What follows belongs to an exercise in optimizing a design on an open flow for small area, a short achievable clock period and few clock cycles per item; a production flow would make more cautious choices.
The RTL was checked by simulation tests, not by an equivalence proof against the original design.
Power figures rest on the tool's default switching activity, not on a simulated workload.

## clkrate_engine
module clkrate_engine (
    input  wire        clk,
    input  wire        rst,
    input  wire        start,
    input  wire [31:0] tag,
    input  wire [1:0]  core,
    output wire        ready,
    output reg         done,
    output wire [63:0] rate,
    output reg  [1:0]  err,
    input  wire [63:0] osc_hz,
    input  wire [63:0] intosc_hz,
    input  wire [63:0] fpga_hz,
    input  wire [31:0] m_pllglob,
    input  wire [31:0] m_pllm,
    input  wire [31:0] m_pllc1,
    input  wire [31:0] m_pllc2,
    input  wire [31:0] m_pllc3,
    input  wire [31:0] p_pllglob,
    input  wire [31:0] p_pllm,
    input  wire [31:0] p_pllc1,
    input  wire [31:0] p_pllc2,
    input  wire [31:0] p_pllc3,
    input  wire [31:0] m_nocclk,
    input  wire [31:0] m_nocdiv,
    input  wire [31:0] ctrl,
    input  wire [31:0] core01ctr,
    input  wire [31:0] core23ctr,
    input  wire [31:0] core2ctr,
    input  wire [31:0] core3ctr,
    input  wire [31:0] p_emacctl,
    input  wire [31:0] emacactr,
    input  wire [31:0] emacbctr,
    input  wire [31:0] emacptpctr
);
clock: 10.0 ns
lec_check: 0
abc_area: 1
cap_margin: 20
core_area: 5 5 335 335
die_area: 0 0 340 340
setup_slack_margin: 5
slew_margin: 20
standard.sh (not shown) runs the stock make flow with config.mk's settings and CLKGATE_MAP_FILE= SYNTH_SCRIPT=/design/flow/synth_recipe.tcl, a recipe that flattens the netlist after the stock synthesis.
==> flow/flow/run.sh <==
#!/bin/bash
# Layout flow: the standard ORFS flow (standard.sh, unchanged synthesis and
# steps), with plain sky130_fd_sc_hd__buf_1 cells as the input/output port
# buffers and timing repair aimed at a 3.3 ns cycle (setup margin 6.7 ns on the
# 10 ns clock). The make output goes to flow_make.log; each ORFS step keeps its
# own log under orfs/logs/.
set -euo pipefail
export BUFFER_PORTS_ARGS="-buffer_cell sky130_fd_sc_hd__buf_1"
bash standard.sh SETUP_SLACK_MARGIN=6.7 "${@:-finish}" > flow_make.log 2>&1
Testbench counts at the start, summed over its fixed seeds: cycles 60,627, items 2,400.
Edit:
==> flow/flow/run.sh (replaced) <==
#!/bin/bash
# Layout flow: the standard ORFS flow (standard.sh, unchanged synthesis and
# steps), with plain sky130_fd_sc_hd__buf_1 cells as the input/output port
# buffers and timing repair aimed at a 3.6 ns cycle (setup margin 6.4 ns on the
# 10 ns clock). The make output goes to flow_make.log; each ORFS step keeps its
# own log under orfs/logs/.
set -euo pipefail
export BUFFER_PORTS_ARGS="-buffer_cell sky130_fd_sc_hd__buf_1"
bash standard.sh SETUP_SLACK_MARGIN=6.4 "${@:-finish}" > flow_make.log 2>&1
The changed run produced a clean layout. Non-clock buffer count fell by 44. Synthesized cell count is unchanged. Final cell count came out lower by 1.1%. Critical path depth climbs by 4. Hold slack barely changes. Power falls by 6.6%. Utilization shrinks by 0.90 points. Worst setup slack gains 14 ps. Area after synthesis stays the same.
Edit:
- CORE_AREA: 5 5 335 335 -> 5 5 555 115
- DIE_AREA: 0 0 340 340 -> 0 0 560 120
Total power drops by 2.9%.
Register-to-register slack is worse by 150 ps.
Core utilization climbs by 15 points.
Clock skew is about the same.
Routed wire length drops by 17%.
Sequential share of layout area climbs by 0.81 points.
Worst setup slack is worse by 150 ps.
Area after synthesis stays the same.
Cell count drops by 14%.
Edit:
- CORE_AREA: 5 5 555 115 -> 5 5 335 335
- DIE_AREA: 0 0 560 120 -> 0 0 340 340
- PLACE_DENSITY: unset -> 0.8
=> Power rises by about 3%; setup slack improves by 80 ps; count of clock-buffer cells in the layout falls by 10; synthesized cell count does not change; die area rises by about 70%; synthesized area stays the same; utilization falls by 15 points.

Another version of the RTL of clkrate_engine (not shown whole).
For scale: roughly 2,900 cells after synthesis, ~190 flip-flops.
==> flow/config.mk <==
export PLATFORM = sky130hd
export DESIGN_NAME = clkrate_engine
export DESIGN_NICKNAME = clkrate_engine
export VERILOG_FILES = /design/flow/design.v
export SDC_FILE = /design/flow/constraint.sdc
export NUM_CORES = 4
export LEC_CHECK = 0
export ABC_AREA = 1
export CAP_MARGIN = 20
export CORE_AREA = 5 5 335 335
export DIE_AREA = 0 0 340 340
export SETUP_SLACK_MARGIN = 5
export SLEW_MARGIN = 20
==> flow/constraint.sdc <==
create_clock -name core_clock -period 10.0 [get_ports {clk}]
set_input_delay 2.0000 -clock core_clock [delete_from_list [all_inputs] [get_ports {clk}]]
set_output_delay 2.0000 -clock core_clock [all_outputs]
set_load 0.01 [all_outputs]
==> flow/flow/run.sh <==
#!/bin/bash
# Layout flow: the standard ORFS flow (standard.sh, unchanged synthesis and
# steps), with plain sky130_fd_sc_hd__buf_1 cells as the input/output port
# buffers and timing repair aimed at a 3.8 ns cycle (setup margin 6.2 ns on the
# 10 ns clock). The make output goes to flow_make.log; each ORFS step keeps its
# own log under orfs/logs/.
set -euo pipefail
export BUFFER_PORTS_ARGS="-buffer_cell sky130_fd_sc_hd__buf_1"
bash standard.sh SETUP_SLACK_MARGIN=6.2 "${@:-finish}" > flow_make.log 2>&1
Testbench counts at the start, summed over its fixed seeds: cycles 53,159, items 2,400.
Then changed:
==> flow/flow/run.sh (replaced) <==
#!/bin/bash
# Layout flow: the standard ORFS flow (standard.sh, unchanged synthesis and
# steps), with plain sky130_fd_sc_hd__buf_1 cells as the input/output port
# buffers and timing repair aimed at a 3.6 ns cycle (setup margin 6.4 ns on the
# 10 ns clock). The make output goes to flow_make.log; each ORFS step keeps its
# own log under orfs/logs/.
set -euo pipefail
export BUFFER_PORTS_ARGS="-buffer_cell sky130_fd_sc_hd__buf_1"
bash standard.sh SETUP_SLACK_MARGIN=6.4 "${@:-finish}" > flow_make.log 2>&1
Via count climbs by 0.98%.
Wire length climbs by 1.0%.
Die area stays the same.
Worst hold slack hardly moves.
Utilization climbs by 0.55 points.
Fmax climbs by 4.0%.

clkrate_engine, a different RTL version from the one above (not shown whole).
Size: about 210 flip-flops.
export LEC_CHECK = 0
export CAP_MARGIN = 20
export CORE_AREA = 5 5 335 335
export DIE_AREA = 0 0 340 340
export SETUP_SLACK_MARGIN = 5
export SLEW_MARGIN = 20
create_clock -name core_clock -period 10.0 [get_ports {clk}]
==> flow/flow/run.sh <==
#!/bin/bash
# Layout flow: the standard ORFS flow (standard.sh, unchanged synthesis and
# steps), with plain sky130_fd_sc_hd__buf_1 cells as the input/output port
# buffers and timing repair aimed at a 4 ns cycle (setup margin 6 ns on the
# 10 ns clock). The make output goes to flow_make.log; each ORFS step keeps its
# own log under orfs/logs/.
set -euo pipefail
export BUFFER_PORTS_ARGS="-buffer_cell sky130_fd_sc_hd__buf_1"
bash standard.sh SETUP_SLACK_MARGIN=6 "${@:-finish}" > flow_make.log 2>&1
The starting point finished clean.
Testbench counts at the start, summed over its fixed seeds: cycles 59,914, items 2,400.
Rerun with:
--- a/flow/flow/run.sh
+++ b/flow/flow/run.sh
@@ -4 +4 @@
-# buffers and timing repair aimed at a 4 ns cycle (setup margin 6 ns on the
+# buffers and timing repair aimed at a 3.6 ns cycle (setup margin 6.4 ns on the
@@ -9 +9 @@
-bash standard.sh SETUP_SLACK_MARGIN=6 "${@:-finish}" > flow_make.log 2>&1
+bash standard.sh SETUP_SLACK_MARGIN=6.4 "${@:-finish}" > flow_make.log 2>&1
Effect:
- final area goes up by roughly a tenth
- final cell count goes up by a few percent
- wire length goes up by a few percent
- combinational power goes up by about a fifth
- synthesized area stays the same
- count of clock-buffer cells in the layout goes up by 6
Rerun with:
- ABC_AREA: unset -> 1
Result:
- The new run passed the timing, design-rule and antenna checks
- worst setup slack gets better by 0.38 ns
- design area came out lower by 2.4%
- final cell count is higher by 12%
- first-iteration DRC count grows by about 23%
- count of clock-buffer cells in the layout drops by 4

The RTL this note starts from:
==> flow/design.v <==
module clkrate_engine (
    input  wire        clk,
    input  wire        rst,
    input  wire        start,
    input  wire [31:0] tag,
    input  wire [1:0]  core,
    output wire        ready,
    output reg         done,
    output wire [63:0] rate,
    output reg  [1:0]  err,
    input  wire [63:0] osc_hz,
    input  wire [63:0] intosc_hz,
    input  wire [63:0] fpga_hz,
    input  wire [31:0] m_pllglob,
    input  wire [31:0] m_pllm,
    input  wire [31:0] m_pllc1,
    input  wire [31:0] m_pllc2,
    input  wire [31:0] m_pllc3,
    input  wire [31:0] p_pllglob,
    input  wire [31:0] p_pllm,
    input  wire [31:0] p_pllc1,
    input  wire [31:0] p_pllc2,
    input  wire [31:0] p_pllc3,
    input  wire [31:0] m_nocclk,
    input  wire [31:0] m_nocdiv,
    input  wire [31:0] ctrl,
    input  wire [31:0] core01ctr,
    input  wire [31:0] core23ctr,
    input  wire [31:0] core2ctr,
    input  wire [31:0] core3ctr,
    input  wire [31:0] p_emacctl,
    input  wire [31:0] emacactr,
    input  wire [31:0] emacbctr,
    input  wire [31:0] emacptpctr
);
    localparam integer R1 = 2;                   
    parameter integer R2 = 2;                    
    localparam integer N1  = 64 / R1;
    localparam integer N2  = 64 / R2;
    localparam integer K2S = ((42 + R2 - 1) / R2) * R2;   
    localparam [1:0] ERR_OK          = 2'd0;
    localparam [1:0] ERR_UNSUPPORTED = 2'd1;
    localparam [1:0] ERR_DIVZERO     = 2'd2;
    localparam [2:0] S_IDLE = 3'd0;
    localparam [2:0] S_L1   = 3'd1;
    localparam [2:0] S_L2   = 3'd2;
    localparam [2:0] S_P1   = 3'd3;
    localparam [2:0] S_P2   = 3'd4;
    reg  [2:0]  state;
    reg         sup_q;       
    reg  [3:0]  t;           
    reg  [1:0]  core_q;
    reg         pll_q;       
    reg         peri_q;      
    reg  [1:0]  osel_q;      
    reg         skip;        
    reg  [73:0] z;
    reg  [3:0]  aq;          
    reg  [9:0]  mq;          
    reg  [11:0] mq3;         
    reg  [2:0]  hi0;         
    reg  [3:0]  ra;          
    reg  [R1-1:0] dq;        
    reg  [10:0] c1, c2, c3;  
    reg  [10:0] r1, r2, r3;  
    reg  [R2-1:0] q1p, q2p;  
    reg  [5:0]  cnt;         
    reg         zr;          
    reg         zsrc_q;      
    reg         fault_q;     
    assign ready = (state == S_IDLE);
    assign rate  = zr ? 64'd0 : z[63:0];
    wire is_mpu  = (t == 4'd0);
    wire is_emac = (t == 4'd6) || (t == 4'd7) || (t == 4'd8);
    wire is_ptp  = (t == 4'd9);
    reg emac_sel;
    always @(*) begin
        case (t)
            4'd6:    emac_sel = p_emacctl[26];
            4'd7:    emac_sel = p_emacctl[27];
            default: emac_sel = p_emacctl[28];
        endcase
    end
    reg [31:0] gsel;
    always @(*) begin
        if (is_mpu)       gsel = core_q[1] ? core23ctr : core01ctr;
        else if (is_emac) gsel = emac_sel ? emacbctr : emacactr;
        else if (is_ptp)  gsel = emacptpctr;
        else              gsel = m_nocclk;
    end
    wire [2:0]  src  = gsel[18:16];
    wire        pll  = (src[2:1] == 2'b00);
    wire        peri = src[0];
    wire [31:0] pllglob = peri ? p_pllglob : m_pllglob;
    wire [1:0]  psrc    = pllglob[17:16];
    wire [3:0]  aref    = pllglob[11:8];
    wire [31:0] corex = core_q[0] ? core3ctr : core2ctr;
    wire [1:0] l4mp = m_nocdiv[17:16];
    wire [1:0] l4sp = m_nocdiv[19:18];
    reg  [2:0] shamt_d;
    always @(*) begin
        case (t)
            4'd2, 4'd10, 4'd12: shamt_d = {1'b0, l4mp};
            4'd3:               shamt_d = {1'b0, l4sp};
            4'd4:               shamt_d = ctrl[0] ? 3'd1 : 3'd2;
            4'd5, 4'd11:        shamt_d = {1'b0, l4mp} + 3'd2;
            default:            shamt_d = 3'd0;
        endcase
    end
    reg [4:0] pow2m1;                
    always @(*) begin
        case (shamt_d)
            3'd0:    pow2m1 = 5'h00;
            3'd1:    pow2m1 = 5'h01;
            3'd2:    pow2m1 = 5'h03;
            3'd3:    pow2m1 = 5'h07;
            3'd4:    pow2m1 = 5'h0f;
            default: pow2m1 = 5'h1f;
        endcase
    end
    wire [31:0] pllm = peri_q ? p_pllm : m_pllm;
    wire [31:0] pglob_q = peri_q ? p_pllglob : m_pllglob;
    reg  [31:0] pllc;
    always @(*) begin
        if (is_mpu)                  pllc = peri_q ? p_pllc1 : m_pllc1;
        else if (is_emac || is_ptp)  pllc = peri_q ? p_pllc2 : m_pllc2;
        else                         pllc = peri_q ? p_pllc3 : m_pllc3;
    end
    reg [63:0] f;
    always @(*) begin
        case (osel_q)
            2'd0:    f = osc_hz;
            2'd1:    f = intosc_hz;
            default: f = fpga_hz;
        endcase
    end
    wire f_hi0 = (osel_q == 2'd0) ? hi0[0] : (osel_q == 2'd1) ? hi0[1] : hi0[2];
    reg [R1-1:0] qd;
    reg [3:0]    ra_n;
    reg [4:0]    tr_a;
    integer i;
    always @(*) begin
        ra_n = ra;
        for (i = 0; i < R1; i = i + 1) begin
            tr_a = {ra_n, z[73-i]};
            qd[R1-1-i] = (tr_a >= {1'b0, aq});
            ra_n = qd[R1-1-i] ? (tr_a - {1'b0, aq}) : tr_a[3:0];
        end
    end
    reg  [11:0] dm;
    always @(*) begin
        case (dq)
            2'd0:    dm = 12'd0;
            2'd1:    dm = {2'b00, mq};
            2'd2:    dm = {1'b0, mq, 1'b0};
            default: dm = mq3;
        endcase
    end
    wire [14:0] plo = {1'b0, z[11:0], 2'b00} + {3'd0, dm};
    wire [59:0] zhi = z[71:12];
    reg  [59:0] phi;
    integer k;
    always @(*) begin
        for (k = 0; k < 60; k = k + 1)
            phi[k] = zhi[k] ^ (plo[14] & (&(zhi | ~((60'd1 << k) - 60'd1))));
    end
    wire [73:0] z_p1 = {phi, plo[13:0]};
    function [11:0] dstep;           
        input [10:0] r;
        input        b;
        input [10:0] c;
        reg   [11:0] tr;
        begin
            tr = {r, b};
            if (tr > {1'b0, c}) dstep = {1'b1, tr[10:0] - c - 11'd1};
            else                dstep = {1'b0, tr[10:0]};
        end
    endfunction
    reg [R2-1:0] q1n, q2n, q3n;
    reg [10:0]   r1_n, r2_n, r3_n;
    reg [11:0]   s1, s2, s3;
    integer j;
    always @(*) begin
        r1_n = r1; r2_n = r2; r3_n = r3;
        for (j = 0; j < R2; j = j + 1) begin
            s1 = dstep(r1_n, skip ? z[K2S-1-j] : z[63-j], c1);
            s2 = dstep(r2_n, q1p[R2-1-j], c2);
            s3 = dstep(r3_n, q2p[R2-1-j], c3);
            r1_n = s1[10:0]; r2_n = s2[10:0]; r3_n = s3[10:0];
            q1n[R2-1-j] = s1[11];
            q2n[R2-1-j] = s2[11];
            q3n[R2-1-j] = s3[11];
        end
    end
    wire early1 = !sup_q;                        
    wire early2 = zsrc_q || fault_q;             
    wire last   = (cnt == 6'd0);
    always @(posedge clk) begin
        if (rst) begin
            state <= S_IDLE;
            done  <= 1'b0;
        end else begin
            done <= 1'b0;
            case (state)
                S_IDLE: if (start) state <= S_L1;
                S_L1: begin
                    if (early1) begin
                        done  <= 1'b1;
                        state <= S_IDLE;
                    end else begin
                        state <= S_L2;
                    end
                end
                S_L2: begin
                    if (early2) begin
                        done  <= 1'b1;
                        state <= S_IDLE;
                    end else begin
                        state <= pll_q ? S_P1 : S_P2;
                    end
                end
                S_P1: if (last) state <= S_P2;
                default: begin
                    if (last) begin
                        done  <= 1'b1;
                        state <= S_IDLE;
                    end
                end
            endcase
        end
    end
    always @(posedge clk) begin
        if (state == S_IDLE) begin
            sup_q  <= (tag <= 32'd12);
            t      <= tag[3:0];
            core_q <= core;
        end
        pll_q   <= pll;
        peri_q  <= peri;
        osel_q  <= pll ? psrc : (src[1:0] ^ 2'b10);      
        c2      <= (is_mpu || is_emac || is_ptp) ? gsel[10:0] : 11'd0;
        c3      <= (is_mpu && core_q[1]) ? corex[10:0] : {6'd0, pow2m1};
        zsrc_q  <= pll ? (psrc == 2'd3) : (src > 3'd4);
        fault_q <= pll && (psrc != 2'd3) && (aref == 4'd0);
        aq      <= pglob_q[11:8];
        mq      <= pllm[9:0];
        mq3     <= {2'b00, mq} + {1'b0, mq, 1'b0};
        hi0     <= {fpga_hz[63:32] == 32'd0, intosc_hz[63:32] == 32'd0, osc_hz[63:32] == 32'd0};
        c1      <= pll_q ? pllc[10:0] : 11'd0;
        skip    <= pll_q && f_hi0;
        zr      <= !sup_q || zsrc_q || fault_q;
        err     <= !sup_q ? ERR_UNSUPPORTED : fault_q ? ERR_DIVZERO : ERR_OK;
        ra  <= (state == S_P1) ? ra_n : 4'd0;
        dq  <= (state == S_P1) ? qd : {R1{1'b0}};
        r1  <= (state == S_P2) ? r1_n : 11'd0;
        r2  <= (state == S_P2) ? r2_n : 11'd0;
        r3  <= (state == S_P2) ? r3_n : 11'd0;
        q1p <= (state == S_P2) ? q1n : {R2{1'b0}};
        q2p <= (state == S_P2) ? q2n : {R2{1'b0}};
        case (state)
            S_L2: begin
                if (pll_q) begin
                    z   <= f_hi0 ? {f[31:0], 42'd0} : {f, 10'd0};
                    cnt <= f_hi0 ? N1/2 : N1;
                end else begin
                    z   <= f_hi0 ? {10'd0, f[31:0], 32'd0} : {10'd0, f};
                    cnt <= f_hi0 ? N2/2 + 1 : N2 + 1;
                end
            end
            S_P1: begin
                z   <= z_p1;
                cnt <= last ? (skip ? K2S / R2 + 1 : N2 + 1) : cnt - 6'd1;
            end
            default: begin
                z[63:0] <= {z[63-R2:K2S] & {(64-R2-K2S){~skip}}, z[K2S-1:0], q3n};
                cnt     <= cnt - 6'd1;
            end
        endcase
    end
endmodule
==> flow/config.mk <==
export PLATFORM = sky130hd
export DESIGN_NAME = clkrate_engine
export DESIGN_NICKNAME = clkrate_engine
export VERILOG_FILES = /design/flow/design.v
export SDC_FILE = /design/flow/constraint.sdc
export NUM_CORES = 4
export LEC_CHECK = 0
export CAP_MARGIN = 20
export CORE_AREA = 5 5 335 335
export DIE_AREA = 0 0 340 340
export SETUP_SLACK_MARGIN = 5
export SLEW_MARGIN = 20
==> flow/constraint.sdc <==
create_clock -name core_clock -period 10.0 [get_ports {clk}]
set_input_delay 2.0000 -clock core_clock [delete_from_list [all_inputs] [get_ports {clk}]]
set_output_delay 2.0000 -clock core_clock [all_outputs]
set_load 0.01 [all_outputs]
==> flow/flow/run.sh <==
#!/bin/bash
# Layout flow: the standard ORFS flow (standard.sh, unchanged synthesis and
# steps), with plain sky130_fd_sc_hd__buf_1 cells as the input/output port
# buffers. The make output goes to flow_make.log; each ORFS step keeps its own
# log under orfs/logs/.
set -euo pipefail
export BUFFER_PORTS_ARGS="-buffer_cell sky130_fd_sc_hd__buf_1"
bash standard.sh "$@" > flow_make.log 2>&1
Testbench counts at the start, summed over its fixed seeds: cycles 70,186, items 2,400.
Change:
==> flow/run.sh (new file) <==
#!/bin/bash
# synth_recipe.tcl (not shown) runs the flow's synth.tcl, then flattens the netlist and writes it again
# the make line also repeats each setting of config.mk as NAME=value (left out here)
make -C /OpenROAD-flow-scripts/flow DESIGN_CONFIG=/design/flow/config.mk WORK_HOME=/design/flow/orfs CLKGATE_MAP_FILE= SYNTH_SCRIPT=/design/flow/synth_recipe.tcl finish
removed: flow/flow/run.sh
removed: flow/standard.sh
After rerunning:
- sequential share of layout area went down by 2.5 points
- hold slack stays flat
- synthesized cell count does not change

[afterwards: timing with drivers on the ports]
In the flow no input, the clock included, has a driving cell. The finished layouts below were timed again as built, in two steps. Step 1, drivers: a clkbuf_16 drives clk and a buf_2 each remaining input, both assumed. Step 2 moves the port delays by t, midway between the first and last clock arrival at a register: inputs arrive t later, outputs are due t later. That takes back most of the time a late clock gives input paths. Three values: ideal, step 1, step 2; two values: the first two.
| run | t (ns) | slack for setup (ns) | worst setup path at the end | worst slew at a driven data input, ns |
|---|---|---|---|---|
| the first run of note 1 | 0.562 | 6.519 / 6.519 / 6.193 | input to register | 0.29 |
| the second run of note 1 | 0.559 | 6.533 / 6.473 / 6.026 | input to register | 0.27 |
| the third run of note 1 | 0.540 | 6.382 / 6.382 / 6.077 | input to register | 0.14 |
| the fourth run of note 1 | 0.551 | 6.462 / 6.462 / 6.037 | input to register | 0.23 |
| the first run of note 2 | 0.526 | 6.355 / 6.348 / 5.921 | input to register | 0.33 |
| the second run of note 2 | 0.528 | 6.496 / 6.444 / 6.062 | input to register | 0.32 |
| the first run of note 3 | 0.643 | 5.927 / 5.927 / 5.647 | input to register | 0.25 |
| the second run of note 3 | 0.635 | 5.919 / 5.919 / 5.867 | input to register | 0.28 |
| the third run of note 3 | 0.673 | 6.301 / 6.240 / 5.868 | input to register | 0.18 |
| the first run of note 4 | 0.659 | 5.308 / 5.308 / 5.295 | input to register | 0.29 |
| the second run of note 4 | 0.656 | 5.372 / 5.372 / 5.052 | input to register | 0.18 |
After both steps every run listed still meets setup and hold. For the second run of note 1, which loses most, drivers alone change the setup slack by -0.060 ns; drivers and shift together by -0.507 ns.
